This design comes from an exercise in tuning for small area, a short achievable clock period and few clock cycles per item on the open sky130 flow, not from production work. Function was checked by simulation only, so behaviour that the tests miss may differ from the original.

Design bcc_block, start of the top module:
module bcc_block (
  input  wire         clk,
  input  wire         rst,           
  input  wire         in_valid,
  output wire         in_ready,
  input  wire         in_decrypt,    
  input  wire [4:0]   in_keylen,     
  input  wire [127:0] in_key,
  input  wire [63:0]  in_block,
  output wire         out_valid,
  input  wire         out_ready,
  output wire [63:0]  out_block
);
  function [7:0] add8(input [7:0] a, input [7:0] c);
    integer k;
    reg cy;
    begin
      cy = 1'b0;
      for (k = 0; k < 8; k = k + 1) begin
        add8[k] = a[k] ^ c[k] ^ cy;
        cy = (a[k] & c[k]) | (cy & (a[k] | c[k]));
      end
    end
  endfunction
  reg        v0;
  reg        d0;
  reg [63:0] x0;
  reg [63:0] k0;
  reg        v1;
  reg        d1;
  reg [63:0] x1;
  reg [63:0] k1;
  reg        v2;
  reg        d2;
  reg [63:0] x2;
  reg [63:0] k2;
  reg        v3;
  reg        d3;
  reg [63:0] x3;
  reg [63:0] k3;
  wire stall = v3 & ~out_ready;
  assign in_ready  = ~stall;
  assign out_valid = v3;
  reg [63:0] ek;
  always @* begin
    ek[7:0] = in_key[7:0];
    case (in_keylen)
      5'd1: ek[15:8] = in_key[7:0];
      default: ek[15:8] = in_key[15:8];
    endcase
    case (in_keylen)
      5'd1, 5'd2: ek[23:16] = in_key[7:0];
      default: ek[23:16] = in_key[23:16];
    endcase
    case (in_keylen)
      5'd1, 5'd3: ek[31:24] = in_key[7:0];
      5'd2: ek[31:24] = in_key[15:8];
      default: ek[31:24] = in_key[31:24];
    endcase
    case (in_keylen)
      5'd1, 5'd2, 5'd4: ek[39:32] = in_key[7:0];
      5'd3: ek[39:32] = in_key[15:8];
      default: ek[39:32] = in_key[39:32];
    endcase
    case (in_keylen)
      5'd1, 5'd5: ek[47:40] = in_key[7:0];
      5'd2, 5'd4: ek[47:40] = in_key[15:8];
      5'd3: ek[47:40] = in_key[23:16];
      default: ek[47:40] = in_key[47:40];
    endcase
    case (in_keylen)
      5'd1, 5'd2, 5'd3, 5'd6: ek[55:48] = in_key[7:0];
      5'd5: ek[55:48] = in_key[15:8];
      5'd4: ek[55:48] = in_key[23:16];
      default: ek[55:48] = in_key[55:48];
    endcase
    case (in_keylen)
      5'd1, 5'd7: ek[63:56] = in_key[7:0];
  ...
Settings: LEC_CHECK=0, CAP_MARGIN=20, CORE_MARGIN=2, CORE_UTILIZATION=40, SLEW_MARGIN=20; clock period 12.0 ns.
standard.sh (not shown) runs the stock make flow with config.mk's settings and CLKGATE_MAP_FILE= SYNTH_SCRIPT=/design/flow/synth_recipe.tcl, a recipe that flattens the netlist after the stock synthesis.
==> flow/flow/run.sh <==
#!/bin/bash
bash standard.sh SETUP_SLACK_MARGIN=6.0 finish > flow_make.log 2>&1
Testbench counts at the start, summed over its fixed seeds: cycles 1,632, items 1,600.
Rerun with:
==> flow/flow/run.sh (replaced) <==
#!/bin/bash
bash standard.sh SETUP_SLACK_MARGIN=6.7 finish > flow_make.log 2>&1
Effect:
- worst hold slack barely changes
- clock skew climbs by 0.011 ns
- setup slack improved by 0.59 ns
- fmax climbs by 11%
- synthesized area is unchanged
- final area climbs by 2.7%
- synthesized cell count is unchanged
- core utilization climbs by 1.2 points
Rerun with:
==> flow/flow/run.sh (replaced) <==
#!/bin/bash
bash standard.sh "BUFFER_PORTS_ARGS=-buffer_cell sky130_fd_sc_hd__buf_1" SETUP_SLACK_MARGIN=6.7 finish > flow_make.log 2>&1
Settings changed: CORE_UTILIZATION 40 to 70.
Die area goes down by 42%.
Core utilization goes up by 31 points.
Via count goes up by 11%.
Worst setup slack got worse by 0.052 ns.
Count of clock-buffer cells in the layout goes down by 7.
Cell count goes down by 11%.
Wire length goes up by 0.50%.
Rerun with:
Settings changed: CTS_BUF_LIST set to sky130_fd_sc_hd__clkbuf_4 sky130_fd_sc_hd__clkbuf_8.
=> The changed run completed without violations. Worst setup slack gets better by 0.089 ns. Via count went up by 0.65%. Synthesized cell count does not change. First-iteration DRC count went up by 7.6%. Sequential cell count is unchanged.

what the ideal ports hide:
Ports are ideal in the flow. The routed layouts listed here were re-timed in OpenROAD. Step 1 (the two cells are an assumption about what drives the block):
set clk [get_ports {clk}]
set_driving_cell -lib_cell sky130_fd_sc_hd__clkbuf_16 $clk
set_driving_cell -lib_cell sky130_fd_sc_hd__buf_2 [delete_from_list [all_inputs] $clk]
Step 2, shift: input delay + t, output delay - t, t = (earliest + latest rising clock arrival at the registers) / 2. This alone moves slack from input paths to output paths. a / b / c = ideal / step 1 / step 2; a / b = the first two.
run | shift t [ns] | slack for setup (ns) | hold WS [ns] | clock arrival spread, ns | worst register clock-pin slew, ns
the first run | 0.710 | 6.097 / 6.072 / 5.585 | 0.458 / 0.458 / 0.458 | 0.019 / 0.019 | 0.06 / 0.06
the second run | 0.674 | 6.686 / 6.686 / 6.121 | 0.455 / 0.455 / 0.455 | 0.030 / 0.030 | 0.06 / 0.06
the third run | 0.684 | 6.634 / 6.666 / 5.982 | 0.459 / 0.459 / 0.459 | 0.045 / 0.045 | 0.07 / 0.07
the fourth run | 0.754 | 6.722 / 6.697 / 6.024 | 0.455 / 0.455 / 0.455 | 0.063 / 0.063 | 0.08 / 0.08
After both steps setup and hold are still met in every run listed. For the fourth run, which loses most, drivers alone change the setup slack by -0.025 ns; drivers and shift together by -0.698 ns.
